Source: an optimization exercise on an open RTL-to-GDS flow (aim: small area and a short achievable clock period). Production flows keep margins and buffers that such runs may drop. Where RTL was checked, it was by simulation tests only, not by an equivalence proof against the original. The clock port is modelled as an ideal driver, which makes a skipped or thinned clock tree look cheaper than it is; a real chip needs a root buffer or a tree. Power is estimated from default activity; no workload was simulated.

==> flow/design.v (excerpt) <==
module kojisan_scale (
    input  wire        clk,
    input  wire        rst,
    input  wire        in_valid,
    input  wire        in_sel,
    input  wire [15:0] in_raw,
    output reg         out_valid,
    output reg         out_sel,
    output reg  [31:0] out_q
);
Size: roughly 460 cells after synthesis, ~99 flip-flops, roughly 54 I/O pins, ~4900 µm² of cells after synthesis.
clock: 10.0 ns
lec_check: 0
cap_margin: 20
core_margin: 2
core_utilization: 60
slew_margin: 20
standard.sh (not shown) runs the stock make flow with config.mk's settings and CLKGATE_MAP_FILE= SYNTH_SCRIPT=/design/flow/synth_recipe.tcl, a recipe that flattens the netlist after the stock synthesis.
==> flow/flow/run.sh <==
#!/bin/bash
set -euo pipefail
export BUFFER_PORTS_ARGS="-buffer_cell sky130_fd_sc_hd__buf_1"
export SETUP_SLACK_MARGIN=7.2
export SKIP_CTS_REPAIR_TIMING=1
bash standard.sh cts > standard_to_cts.log 2>&1
openroad -no_init -exit flow/clktree.tcl > clktree.log 2>&1
bash standard.sh finish > standard_finish.log 2>&1
Other scripts of this flow, unchanged in this note and not shown: flow/flow/clktree.tcl
The baseline finished clean.
Next try:
--- a/flow/flow/run.sh
+++ b/flow/flow/run.sh
@@ -4,2 +4 @@
-export SETUP_SLACK_MARGIN=7.2
-export SKIP_CTS_REPAIR_TIMING=1
+export SETUP_SLACK_MARGIN=7.35
CORE_UTILIZATION = 70   (was 60)
PLACE_DENSITY = 0.8   (was default)
=> Clock power is about the same; worst hold slack is worse by 0.0073 ns; via count went up by 2.9%; combinational power grows by 13%; utilization rose by 15 points; power is higher by 6.2%; cell area rose by 3.1%; area after synthesis does not change; setup slack improved by 0.095 ns; cell count is lower by 0.81%.
Next try:
--- a/flow/flow/run.sh
+++ b/flow/flow/run.sh
@@ -4 +4 @@
-export SETUP_SLACK_MARGIN=7.35
+export SETUP_SLACK_MARGIN=7.25
CORE_UTILIZATION = 40   (was 70)
CTS_BUF_LIST = sky130_fd_sc_hd__clkbuf_8   (was default)
CTS_CLUSTER_DIAMETER = 100   (was default)
CTS_CLUSTER_SIZE = 40   (was default)
PLACE_DENSITY = default   (was 0.8)
- cell count climbs by a little under a tenth
- sequential cell count is unchanged
- register-to-register slack is worse by 0.02 ns
- synthesized area stays the same
- setup slack is worse by 0.016 ns
- routed wire length drops by a few percent
- via count drops by a few percent
- core utilization drops by 36 points
- worst hold slack is better by 0.028 ns
Next try:
--- a/flow/flow/run.sh
+++ b/flow/flow/run.sh
@@ -4 +4,2 @@
-export SETUP_SLACK_MARGIN=7.25
+export SETUP_SLACK_MARGIN=7.3
+export SKIP_CTS_REPAIR_TIMING=1
CTS_BUF_LIST = default   (was sky130_fd_sc_hd__clkbuf_8)
CTS_CLUSTER_DIAMETER = default   (was 100)
CTS_CLUSTER_SIZE = default   (was 40)
Outcome:
- The new run passed the timing, DRC and antenna checks
- sequential cell count does not change
- sequential share of layout area rises by 0.33 points
- final cell count hardly moves
- area after synthesis does not change
- register-to-register slack gets better by 0.06 ns
- wire length barely changes
- die area is unchanged
- global-route usage went down by 0.12 points
- power is lower by 0.76%
In every run of this note, the design's own scripts or RTL, not TritonCTS, make the clock network.

========
## 05-05
Another version of the RTL of kojisan_scale (not shown whole).
Size in the first run: ~54 I/O pins, ~0.0030 sq mm of cells after synthesis.
Settings: LEC_CHECK=0, ABC_CLOCK_PERIOD_IN_PS=3000, CAP_MARGIN=20, CORE_MARGIN=2, CORE_UTILIZATION=40, SLEW_MARGIN=20; clock period 10.0 ns.
run.sh (not shown) runs the stock make flow with config.mk's settings and CLKGATE_MAP_FILE= SYNTH_SCRIPT=/design/flow/synth_recipe.tcl, a recipe that flattens the netlist after the stock synthesis.
Stock flow here: none of the scripts above is used.
Although 05-05 finished all stages, its layout failed final checks on setup timing.
Changes in 11-13 relative to 05-05:
# 05-05
export LEC_CHECK = 0
export ABC_CLOCK_PERIOD_IN_PS = 3000
export CAP_MARGIN = 20
export CORE_MARGIN = 2
export CORE_UTILIZATION = 40
export SLEW_MARGIN = 20
create_clock -name core_clock -period 10.0 [get_ports {clk}]
# 11-13
export LEC_CHECK = 0
export CAP_MARGIN = 20
export CORE_MARGIN = 2
export CORE_UTILIZATION = 40
export SLEW_MARGIN = 20
create_clock -name core_clock -period 10.0 [get_ports {clk}]
[summary]
None of the runs 11-13 and 05-05 ends with a clean layout. Although 11-13 finished all stages, its layout failed final checks on setup timing. From 05-05 to 11-13, number of placement rows did not move at all. Going from 05-05 to 11-13, total power held, final instance count without filler cells roughly the same, final design area excluding fillers has remained practically unchanged.
No functional check of the RTL was part of any run of this note.

========
Setup of oak:
kojisan_scale, a different RTL version from the one above (not shown whole).
Size: roughly 100 flip-flops, about 54 I/O pins, roughly 4500 µm² of cells after synthesis.
// kojisan_scale
module kojisan_scale (
    input  wire        clk,
    input  wire        rst,
    input  wire        in_valid,
    input  wire        in_sel,
    input  wire [15:0] in_raw,
    output reg         out_valid,
    output reg         out_sel,
    output reg  [31:0] out_q
);
clock: 10.0 ns
lec_check: 0
abc_area: 1
cap_margin: 20
core_margin: 2
core_utilization: 40
slew_margin: 20
Relative to oak, the following input files were edited for pine:
Settings: ABC_AREA: 1 -> unset.
### Flow results
oak -> pine: wire length on met3 decreased by a few percent. Higher met2 routed wirelength among pine and oak: oak. Re total power: pine and oak aren't equal, and the lower value belongs to oak. oak was smaller in final cell area than pine. What oak reported for critical path depth has to be multiplied by 0.77 to get the figure for pine. In the flow results for pine and oak, the number of global-route vias before repair is smaller on pine.
Function was not checked in any run of this note: the RTL went through the layout flow alone.

========
kojisan_scale, a different RTL version from the one above (not shown whole).
For scale: roughly 490 cells after synthesis, about 54 I/O pins, ~5200 µm² of cells after synthesis.
==> flow/config.mk <==
export PLATFORM = sky130hd
export DESIGN_NAME = kojisan_scale
export DESIGN_NICKNAME = kojisan_scale
export VERILOG_FILES = /design/flow/design.v
export SDC_FILE = /design/flow/constraint.sdc
export NUM_CORES = 4
export LEC_CHECK = 0
export CAP_MARGIN = 20
export CORE_MARGIN = 2
export CORE_UTILIZATION = 40
export CTS_BUF_LIST = sky130_fd_sc_hd__clkbuf_8
export CTS_CLUSTER_DIAMETER = 100
export CTS_CLUSTER_SIZE = 40
export SLEW_MARGIN = 20
==> flow/constraint.sdc <==
create_clock -name core_clock -period 10.0 [get_ports {clk}]
set_input_delay 2.0000 -clock core_clock [delete_from_list [all_inputs] [get_ports {clk}]]
set_output_delay 2.0000 -clock core_clock [all_outputs]
set_load 0.01 [all_outputs]
standard.sh (not shown) runs the stock make flow with config.mk's settings and CLKGATE_MAP_FILE= SYNTH_SCRIPT=/design/flow/synth_recipe.tcl, a recipe that flattens the netlist after the stock synthesis.
==> flow/flow/run.sh <==
#!/bin/bash
set -euo pipefail
export BUFFER_PORTS_ARGS="-buffer_cell sky130_fd_sc_hd__buf_1"
export SETUP_SLACK_MARGIN=7.1
bash standard.sh cts > standard_to_cts.log 2>&1
openroad -no_init -exit flow/clktree.tcl > clktree.log 2>&1
bash standard.sh finish > standard_finish.log 2>&1
Other scripts of this flow, unchanged in this note and not shown: flow/flow/clktree.tcl
Change:
--- a/flow/flow/run.sh
+++ b/flow/flow/run.sh
@@ -4 +4 @@
-export SETUP_SLACK_MARGIN=7.1
+export SETUP_SLACK_MARGIN=7.25
What happened:
- cell area went up by 2.1%
- die area does not change
- core utilization rose by 0.93 points
- synthesized cell count does not change
In every run of this note, the design's own scripts or RTL, not TritonCTS, make the clock network.

========
Another version of the RTL of kojisan_scale (not shown whole).
Size in the first run: about 590 cells after synthesis, about 100 flip-flops.
Settings: LEC_CHECK=0, CAP_MARGIN=20, CORE_MARGIN=2, CORE_UTILIZATION=40, SLEW_MARGIN=20; clock period 10.0 ns.
==> flow/flow/run.sh <==
#!/bin/bash
set -euo pipefail
export BUFFER_PORTS_ARGS="-buffer_cell sky130_fd_sc_hd__buf_1"
bash standard.sh finish > standard_flow.log 2>&1
The first run finished clean.
==> next run, changes <==
==> flow/flow/run.sh (replaced) <==
#!/bin/bash
set -euo pipefail
export BUFFER_PORTS_ARGS="-buffer_cell sky130_fd_sc_hd__buf_1"
export SETUP_SLACK_MARGIN=7.1
bash standard.sh finish > standard_flow.log 2>&1
CTS_BUF_LIST = sky130_fd_sc_hd__clkbuf_8   (was default)
CTS_CLUSTER_DIAMETER = 100   (was default)
CTS_CLUSTER_SIZE = 40   (was default)
The changed run went through all stages and came out clean.
Wire length climbs by 0.30%.
Utilization falls by 0.26 points.
Cell area goes down by 0.56%.
Global-route usage is about the same.
Hold slack improves by 0.0060 ns.
Clock-buffer cell count stays the same.
Critical path depth shrinks by 9.
Setup slack is better by 0.15 ns.
Total power fell by 3.5%.
==> next run, changes <==
==> flow/flow/run.sh (replaced) <==
#!/bin/bash
set -euo pipefail
export BUFFER_PORTS_ARGS="-buffer_cell sky130_fd_sc_hd__buf_1"
export CTS_ARGS="-sink_clustering_enable -sink_clustering_size 150 -sink_clustering_max_diameter 1000 -buf_list sky130_fd_sc_hd__clkbuf_8 -root_buf sky130_fd_sc_hd__clkbuf_8 -repair_clock_nets"
bash standard.sh finish > standard_flow.log 2>&1
CTS_BUF_LIST = default   (was sky130_fd_sc_hd__clkbuf_8)
CTS_CLUSTER_DIAMETER = default   (was 100)
CTS_CLUSTER_SIZE = default   (was 40)
Effect: Total power drops slightly. Fmax is lower by a few percent. Routed wire length goes down slightly. Design area goes down slightly. Worst setup slack got worse by 0.14 ns. Cell count barely changes. Non-clock buffer count fell by 1. Critical path depth came out higher by 9. Utilization fell by 0.51 points. Combinational power is about the same.
==> next run, changes <==
==> flow/flow/run.sh (replaced) <==
#!/bin/bash
set -euo pipefail
export BUFFER_PORTS_ARGS="-buffer_cell sky130_fd_sc_hd__buf_1"
bash standard.sh finish > standard_flow.log 2>&1
ABC_AREA = 1   (was default)
Outcome: The new run completed without violations; sequential share of layout area went down by 5.9 points; count of clock-buffer cells in the layout increases by 1; combinational power climbs by 23%; via count rises by 43%; routed wire length grows by 54%; area after synthesis came out higher by 21%; global-route usage grows by 3.6 points; sequential power went up by about 0.8%.
==> next run, changes <==
==> flow/run.sh (new file) <==
#!/bin/bash
# synth_recipe.tcl (not shown) runs the flow's synth.tcl, then flattens the netlist and writes it again
# the make line also repeats each setting of config.mk as NAME=value (left out here)
make -C /OpenROAD-flow-scripts/flow DESIGN_CONFIG=/design/flow/config.mk WORK_HOME=/design/flow/orfs CLKGATE_MAP_FILE= SYNTH_SCRIPT=/design/flow/synth_recipe.tcl finish
ABC_AREA = default   (was 1)
removed: flow/flow/run.sh
removed: flow/standard.sh
After rerunning: The changed run finished clean. First-iteration DRC count is lower by roughly a tenth. Setup slack is worse by 0.38 ns. Power decreases by a few percent.

afterwards: timing with drivers on the ports:
In the flow no input, the clock included, has a driving cell. The finished layouts below were timed again as built, in two steps. Step 1 sets driving cells, clkbuf_16 on the clock port and buf_2 on the other inputs (assumed; they add their load-dependent delay and slew). Step 2, shift: input delay + t, output delay - t, t = (earliest + latest rising clock arrival at the registers) / 2. This alone moves slack from input paths to output paths. Three values: ideal, step 1, step 2; two values: the first two.
run | t (ns) | setup slack, ns | worst setup path at the end
the first run of note 1 | 0.232 | 7.261 / 7.261 / 7.261 | register to register
the second run of note 1 | 0.228 | 7.355 / 7.313 / 7.355 | register to register
the third run of note 1 | 0.238 | 7.340 / 7.311 / 7.340 | register to register
the fourth run of note 1 | 0.238 | 7.363 / 7.278 / 7.403 | register to register
05-05 | 0.296 | -0.559 / -0.586 / -0.883 | input to register
11-13 | 0.296 | -0.559 / -0.586 / -0.883 | input to register
oak | 0.391 | 0.625 / 0.625 / 0.625 | register to register
pine | 0.380 | 1.027 / 1.027 / 1.027 | register to register
the first run of note 4 | 0.237 | 7.302 / 7.282 / 7.303 | register to register
the second run of note 4 | 0.238 | 7.387 / 7.317 / 7.386 | register to register
the first run of note 5 | 0.385 | 7.008 / 7.008 / 7.008 | register to register
the second run of note 5 | 0.408 | 7.154 / 7.123 / 7.257 | register to register
the third run of note 5 | 0.408 | 7.018 / 7.018 / 7.018 | register to register
the fourth run of note 5 | 0.397 | 7.179 / 7.137 / 7.534 | register to output
the fifth run of note 5 | 0.389 | 6.804 / 6.765 / 6.946 | register to register
